Context: an optimization exercise on an open-source flow, tuned for small area. The choices shown serve that exercise and are no tape-out recipe. In this exercise RTL edits were held to simulation tests only and were not proved equivalent to the original.

==> flow/design.v <==
module aht25_crc8 (
    input  wire [18:0] h,
    input  wire [17:0] t,
    output wire [7:0]  crc
);
    assign crc[0] = ~(h[1] ^ h[3] ^ h[4] ^ h[5] ^ h[11] ^ h[12] ^ h[13] ^ h[14] ^ h[18] ^ t[0] ^ t[3] ^ t[4] ^ t[6] ^ t[9] ^ t[10] ^ t[11] ^ t[14] ^ t[15]);
    assign crc[1] = ~(h[2] ^ h[4] ^ h[5] ^ h[6] ^ h[12] ^ h[13] ^ h[14] ^ h[15] ^ t[1] ^ t[4] ^ t[5] ^ t[7] ^ t[10] ^ t[11] ^ t[12] ^ t[15] ^ t[16]);
    assign crc[2] = ~(h[0] ^ h[3] ^ h[5] ^ h[6] ^ h[7] ^ h[13] ^ h[14] ^ h[15] ^ h[16] ^ t[2] ^ t[5] ^ t[6] ^ t[8] ^ t[11] ^ t[12] ^ t[13] ^ t[16] ^ t[17]);
    assign crc[3] = ~(h[1] ^ h[4] ^ h[6] ^ h[7] ^ h[8] ^ h[14] ^ h[15] ^ h[16] ^ h[17] ^ t[3] ^ t[6] ^ t[7] ^ t[9] ^ t[12] ^ t[13] ^ t[14] ^ t[17]);
    assign crc[4] = h[1] ^ h[2] ^ h[3] ^ h[4] ^ h[7] ^ h[8] ^ h[9] ^ h[11] ^ h[12] ^ h[13] ^ h[14] ^ h[15] ^ h[16] ^ h[17] ^ t[0] ^ t[3] ^ t[6] ^ t[7] ^ t[8] ^ t[9] ^ t[11] ^ t[13];
    assign crc[5] = ~(h[0] ^ h[1] ^ h[2] ^ h[8] ^ h[9] ^ h[10] ^ h[11] ^ h[15] ^ h[16] ^ h[17] ^ t[0] ^ t[1] ^ t[3] ^ t[6] ^ t[7] ^ t[8] ^ t[11] ^ t[12] ^ t[15]);
    assign crc[6] = h[1] ^ h[2] ^ h[3] ^ h[9] ^ h[10] ^ h[11] ^ h[12] ^ h[16] ^ h[17] ^ h[18] ^ t[1] ^ t[2] ^ t[4] ^ t[7] ^ t[8] ^ t[9] ^ t[12] ^ t[13] ^ t[16];
    assign crc[7] = ~(h[0] ^ h[2] ^ h[3] ^ h[4] ^ h[10] ^ h[11] ^ h[12] ^ h[13] ^ h[17] ^ h[18] ^ t[2] ^ t[3] ^ t[5] ^ t[8] ^ t[9] ^ t[10] ^ t[13] ^ t[14] ^ t[17]);
endmodule
module aht25_div25_step (
    input  wire [4:0] r,        
    input  wire       b,        
    output wire       qb,       
    output wire [4:0] ro        
);
    wire [5:0] t = {r, b};
    wire b1 = ~t[0];
    wire b2 = ~t[1] & b1;
    wire b3 = ~t[2] & b2;
    wire b4 = ~t[3] | b3;
    wire b5 = ~t[4] | b4;
    assign qb    = t[5] | ~b5;
    assign ro[0] = t[0] ^ qb;
    assign ro[1] = t[1] ^ (qb & b1);
    assign ro[2] = t[2] ^ (qb & b2);
    assign ro[3] = t[3] ^ (qb & ~b3);
    assign ro[4] = t[4] ^ (qb & ~b4);
endmodule
module aht25_convert (
    input  wire        sel_h,   
    input  wire [21:0] hum_s,   
    input  wire [31:0] temp,
    output wire [18:0] q
);
    wire        e133  = hum_s[21];
    wire [22:0] hum_x = e133 ? {1'b0, hum_s[20:0], 1'b0} : {3'b111, hum_s[19:0]};
    wire [22:0] tmp_x = {2'b01, temp[22:2]};
    wire [22:0] x     = sel_h ? hum_x : tmp_x;
    wire [22:0] k     = sel_h ? 23'h38000C : {19'd0, 3'b110, temp[1]};
    wire [22:0] y     = x + k;
    wire [3:0]  r19 = y[22:19];
    wire        b18 = y[18];
    assign q[18] = r19[3] & r19[2] & (r19[0] | b18);
    wire [4:0]  r [0:18];
    assign r[18] = q[18] ? {3'b000, r19[0] & b18, r19[0] & ~b18} : {r19, b18};
    genvar i;
    generate
        for (i = 17; i >= 0; i = i - 1) begin : g_step
            aht25_div25_step u_step (.r(r[i+1]), .b(y[i]), .qb(q[i]), .ro(r[i]));
        end
    endgenerate
endmodule
module aht25_engine (
    input  wire        clk,
    input  wire        rst,             
    input  wire        ev_connect,
    input  wire        ev_read,
    input  wire        ev_write,
    input  wire        ev_disconnect,
    input  wire [6:0]  address,
    input  wire        write_intent,    
    input  wire [7:0]  data,
    input  wire [31:0] hum,             
    input  wire [31:0] temp,            
    output reg         ack,
    output reg  [7:0]  rdata
);
    localparam [7:0] STATUS = 8'h18;
    reg        measuring;
    reg [2:0]  read_index;
    reg [1:0]  write_index;
    reg        prefix_ok;       
    reg        raw_t17;
    reg [15:0] raw_t_lo;
    wire [17:0] raw_t = {raw_t17, ~raw_t17, raw_t_lo};
    reg [21:0] hum_s;           
    wire [18:0] div_q;
    aht25_convert u_convert (
        .sel_h (ev_read),
        .hum_s (hum_s),
        .temp  (temp),
        .q     (div_q)
    );
    wire [18:0] raw_h = div_q;          
    wire [7:0]  crc;
    aht25_crc8 u_crc (
        .h   (raw_h),
        .t   (raw_t),
        .crc (crc)
    );
    reg [7:0] frame_byte;
    always @(*) begin
        case (read_index)
            3'd1:    frame_byte = {1'b1, raw_h[18:12]};
            3'd2:    frame_byte = raw_h[11:4];
            3'd3:    frame_byte = {raw_h[3:0], 2'b01, raw_t[17:16]};
            3'd4:    frame_byte = raw_t[15:8];
            3'd5:    frame_byte = raw_t[7:0];
            3'd6:    frame_byte = crc;
            default: frame_byte = STATUS;
        endcase
    end
    wire trigger = (write_index == 2'd2) && prefix_ok && (data == 8'h33);
    always @(posedge clk) begin
        ack   <= ev_connect ? (address == 7'h38) : 1'b1;
        rdata <= measuring ? frame_byte : STATUS;
        if (ev_write && trigger) begin
            raw_t17  <= div_q[17];
            raw_t_lo <= div_q[15:0];
            hum_s <= {hum[23], hum[20:0]};
        end
        if (rst) begin
            measuring   <= 1'b0;
            read_index  <= 3'd0;
            write_index <= 2'd0;
        end else if (ev_connect) begin
            if (address == 7'h38 && measuring)
                read_index <= 3'd0;
        end else if (ev_read) begin
            if (measuring) begin
                read_index <= read_index + 3'd1;
                if (read_index == 3'd7)
                    measuring <= 1'b0;
            end
        end else if (ev_write) begin
            case (write_index)
                2'd0: begin
                    if (data == 8'hBA) begin
                        measuring <= 1'b0;           
                    end else begin
                        write_index <= 2'd1;
                        prefix_ok   <= (data == 8'h00);
                    end
                end
                2'd1: begin
                    write_index <= 2'd2;
                    prefix_ok   <= prefix_ok & (data == 8'hAC);
                end
                default: begin
                    write_index <= 2'd0;
                    if (trigger)
                        measuring <= 1'b1;
                end
            endcase
        end
    end
endmodule
Settings: LEC_CHECK=0, ABC_AREA=1, CAP_MARGIN=20, CORE_MARGIN=2, CORE_UTILIZATION=55, CTS_BUF_LIST=sky130_fd_sc_hd__clkbuf_4 sky130_fd_sc_hd__clkbuf_8, CTS_CLUSTER_SIZE=10, SLEW_MARGIN=20; clock period 30.0 ns.
standard.sh (not shown) runs the stock make flow with config.mk's settings and CLKGATE_MAP_FILE= SYNTH_SCRIPT=/design/flow/synth_recipe.tcl, a recipe that flattens the netlist after the stock synthesis.
==> flow/flow/run.sh <==
#!/bin/bash
# Layout flow: the standard flow (standard.sh), with these changes:
#  - synthesis maps the logic with its own ABC scripts (flow/abc_*.abc: deep AIG optimisation,
#    then delay balancing, then mapping with area recovery) in place of
#    ORFS's abc_area.script: each is run on the same netlist and the smallest result is kept.
#    Everything else in synthesis, and so every register, is as synth_recipe.tcl makes it.
#  - the port buffers are sky130_fd_sc_hd__buf_1;
#  - (flow/make_args.txt) ADDER_MAP_FILE is empty, so ABC maps the adders too, and CTS uses
#    clkbuf_4/clkbuf_8 without dummy loads;
#  - the make variables listed in flow/make_args.txt are added to the make command.
# Each tool's output is in orfs/logs/ (synthesis: orfs/logs/.../1_2_yosys.log, which also
# lists each script's area); make's own output is in flow.log.
set -euo pipefail
W=$(pwd)
cat > "$W/area_synth.tcl" <<TCL
set ::area_scripts [lsort [glob {$W/flow/abc_*.abc}]]
proc abc {args} {
  set i [lsearch -exact \$args -script]
  set li [lsearch -exact \$args -liberty]
  set lib [lindex \$args [expr {\$li + 1}]]
  design -save area_pre_abc
  set best_area ""
  set best_script ""
  foreach s \$::area_scripts {
    design -load area_pre_abc
    set a \$args
    lset a [expr {\$i + 1}] \$s
    yosys abc {*}\$a
    yosys tee -q -o {$W/abc_stat.txt} stat -liberty \$lib
    set f [open {$W/abc_stat.txt}]
    set txt [read \$f]
    close \$f
    regexp {Chip area for module '[^']*': ([0-9.]+)} \$txt -> area
    puts "area_synth: \$s gives \$area"
    if {\$best_area eq "" || \$area < \$best_area} {
      set best_area \$area
      set best_script \$s
      design -save area_best
    }
  }
  design -load area_best
  puts "area_synth: kept \$best_script (\$best_area)"
}
source {$W/synth_recipe.tcl}
TCL
sed "s#SYNTH_SCRIPT=[^ ]*#SYNTH_SCRIPT=$W/area_synth.tcl#" "$W/standard.sh" > "$W/area_standard.sh"
ARGS=("BUFFER_PORTS_ARGS=-buffer_cell sky130_fd_sc_hd__buf_1")
# further make variables, one per line
if [[ -f "$W/flow/make_args.txt" ]]; then
  while IFS= read -r line; do [[ -n "$line" ]] && ARGS+=("$line"); done < "$W/flow/make_args.txt"
fi
bash "$W/area_standard.sh" "${ARGS[@]}" finish > "$W/flow.log" 2>&1
==> flow/flow/abc_bal1.abc <==
strash
&get -n
&st
&deepsyn -T 120 -S 1
&b -d
&dch -f
&nf -R 1000 -D 22000
&put
==> flow/flow/make_args.txt <==
CTS_ARGS=-sink_clustering_enable -repair_clock_nets -buf_list {sky130_fd_sc_hd__clkbuf_4 sky130_fd_sc_hd__clkbuf_8} -sink_clustering_size 20 -dont_use_dummy_load
ADDER_MAP_FILE=
Next try:
--- a/flow/flow/run.sh
+++ b/flow/flow/run.sh
@@ -1,6 +1,5 @@
 #!/bin/bash
 # Layout flow: the standard flow (standard.sh), with these changes:
-#  - synthesis maps the logic with its own ABC scripts (flow/abc_*.abc: deep AIG optimisation,
-#    then delay balancing, then mapping with area recovery) in place of
+#  - synthesis maps the logic with area-oriented ABC scripts (flow/abc_*.abc) in place of
 #    ORFS's abc_area.script: each is run on the same netlist and the smallest result is kept.
 #    Everything else in synthesis, and so every register, is as synth_recipe.tcl makes it.
==> flow/flow/abc_deep3.abc (new file) <==
strash
&get -n
&st
&deepsyn -T 120 -S 3
&dch -f
&nf -R 1000 -D 22000
&put
==> flow/flow/make_args.txt (replaced) <==
CTS_ARGS=-sink_clustering_enable -repair_clock_nets -buf_list {sky130_fd_sc_hd__clkbuf_4 sky130_fd_sc_hd__clkbuf_8} -sink_clustering_size 20 -dont_use_dummy_load
ADDER_MAP_FILE=
RECOVER_POWER=100
CORE_UTILIZATION = 40   (was 55)
removed: flow/flow/abc_bal1.abc
The new run finished but fails on max-capacitance violations, max-slew violations.
Synthesized area went up by 0.40%.
Final area went up by 7.0%.
First-iteration DRC count went up by 7.7%.
Next try:
--- a/flow/flow/run.sh
+++ b/flow/flow/run.sh
@@ -1,11 +1,9 @@
 #!/bin/bash
-# Layout flow: the standard flow (standard.sh), with these changes:
+# Layout flow: the standard flow (standard.sh), with two changes:
 #  - synthesis maps the logic with area-oriented ABC scripts (flow/abc_*.abc) in place of
 #    ORFS's abc_area.script: each is run on the same netlist and the smallest result is kept.
 #    Everything else in synthesis, and so every register, is as synth_recipe.tcl makes it.
 #  - the port buffers are sky130_fd_sc_hd__buf_1;
-#  - (flow/make_args.txt) ADDER_MAP_FILE is empty, so ABC maps the adders too, and CTS uses
-#    clkbuf_4/clkbuf_8 without dummy loads;
-#  - the make variables listed in flow/make_args.txt are added to the make command.
+#  - make variables listed in flow/make_args.txt, if any, are added to the make command.
 # Each tool's output is in orfs/logs/ (synthesis: orfs/logs/.../1_2_yosys.log, which also
 # lists each script's area); make's own output is in flow.log.
==> flow/flow/abc_deep2.abc (new file) <==
strash
&get -n
&st
&deepsyn -T 120 -S 2
&dch -f
&nf -a -R 1000
&put
==> flow/flow/abc_deep3.abc (replaced) <==
strash
&get -n
&st
&deepsyn -T 120 -S 3
&dch -f
&nf -a -R 1000
&put
==> flow/flow/abc_deep4.abc (new file) <==
strash
&get -n
&st
&deepsyn -T 120 -S 4
&dch -f
&nf -a -R 1000
&put
==> flow/flow/make_args.txt (replaced) <==
CTS_ARGS=-sink_clustering_enable -repair_clock_nets -buf_list {sky130_fd_sc_hd__clkbuf_4 sky130_fd_sc_hd__clkbuf_8} -sink_clustering_size 20 -dont_use_dummy_load
After rerunning: With this change the flow produced a clean layout; routed wire length went up by a few percent; count of clock-buffer cells in the layout stays the same; design area went up by a few percent.
Next try:
--- a/flow/flow/run.sh
+++ b/flow/flow/run.sh
@@ -1,9 +1,12 @@
 #!/bin/bash
-# Layout flow: the standard flow (standard.sh), with two changes:
-#  - synthesis maps the logic with area-oriented ABC scripts (flow/abc_*.abc) in place of
+# Layout flow: the standard flow (standard.sh), with these changes:
+#  - synthesis maps the logic with its own ABC scripts (flow/abc_*.abc: deep AIG optimisation,
+#    then delay balancing, then mapping with area recovery) in place of
 #    ORFS's abc_area.script: each is run on the same netlist and the smallest result is kept.
 #    Everything else in synthesis, and so every register, is as synth_recipe.tcl makes it.
 #  - the port buffers are sky130_fd_sc_hd__buf_1;
-#  - make variables listed in flow/make_args.txt, if any, are added to the make command.
+#  - (flow/make_args.txt) ADDER_MAP_FILE is empty, so ABC maps the adders too, and CTS uses
+#    clkbuf_4/clkbuf_8 without dummy loads;
+#  - the make variables listed in flow/make_args.txt are added to the make command.
 # Each tool's output is in orfs/logs/ (synthesis: orfs/logs/.../1_2_yosys.log, which also
 # lists each script's area); make's own output is in flow.log.
==> flow/flow/abc_bal3.abc (new file) <==
strash
&get -n
&st
&deepsyn -T 120 -S 3
&b -d
&dch -f
&nf -R 1000 -D 22000
&put
==> flow/flow/abc_bal4.abc (new file) <==
strash
&get -n
&st
&deepsyn -T 120 -S 4
&b -d
&dch -f
&nf -R 1000 -D 22000
&put
==> flow/flow/make_args.txt (replaced) <==
CTS_ARGS=-sink_clustering_enable -repair_clock_nets -buf_list {sky130_fd_sc_hd__clkbuf_4 sky130_fd_sc_hd__clkbuf_8} -sink_clustering_size 20 -dont_use_dummy_load
ADDER_MAP_FILE=
removed: flow/flow/abc_deep2.abc
removed: flow/flow/abc_deep3.abc
removed: flow/flow/abc_deep4.abc
Outcome: The new run passed the timing, design-rule and antenna checks. Final area drops by 8.2%. Register-to-register slack improves by 0.06 ns. Worst setup slack improves by 0.23 ns. Clock skew drops by 0.0064 ns. Final cell count drops by 6.3%. Non-clock buffer count drops by 27.

-- what the ideal ports hide --
The results above use ideal ports. As a check the final layouts listed here were re-extracted and re-timed, cells and wires unchanged.
Step 1 sets driving cells, clkbuf_16 on the clock port and buf_2 on the other inputs (assumed; they add their load-dependent delay and slew).
Step 2 moves the port delays by t, midway between the first and last clock arrival at a register: inputs arrive t later, outputs are due t later. That takes back most of the time a late clock gives input paths.
Slacks: no drivers / after step 1 / after step 2; pairs: no drivers / after step 1.
| run | t, ns | setup WS [ns] | worst setup path at the end | pins driven straight from the clock port |
|---|---|---|---|---|
| the first run | 0.336 | 2.189 / 2.194 / 1.858 | input to register | 1 |
| the second run | 0.364 | 2.522 / 2.537 / 2.173 | input to register | 1 |
| the third run | 0.357 | 2.230 / 2.239 / 1.883 | input to register | 1 |
| the fourth run | 0.371 | 2.455 / 2.464 / 2.093 | input to register | 1 |
The setup slack of the fourth run, which loses most, moves by +0.009 ns with the drivers and by -0.362 ns with both steps.
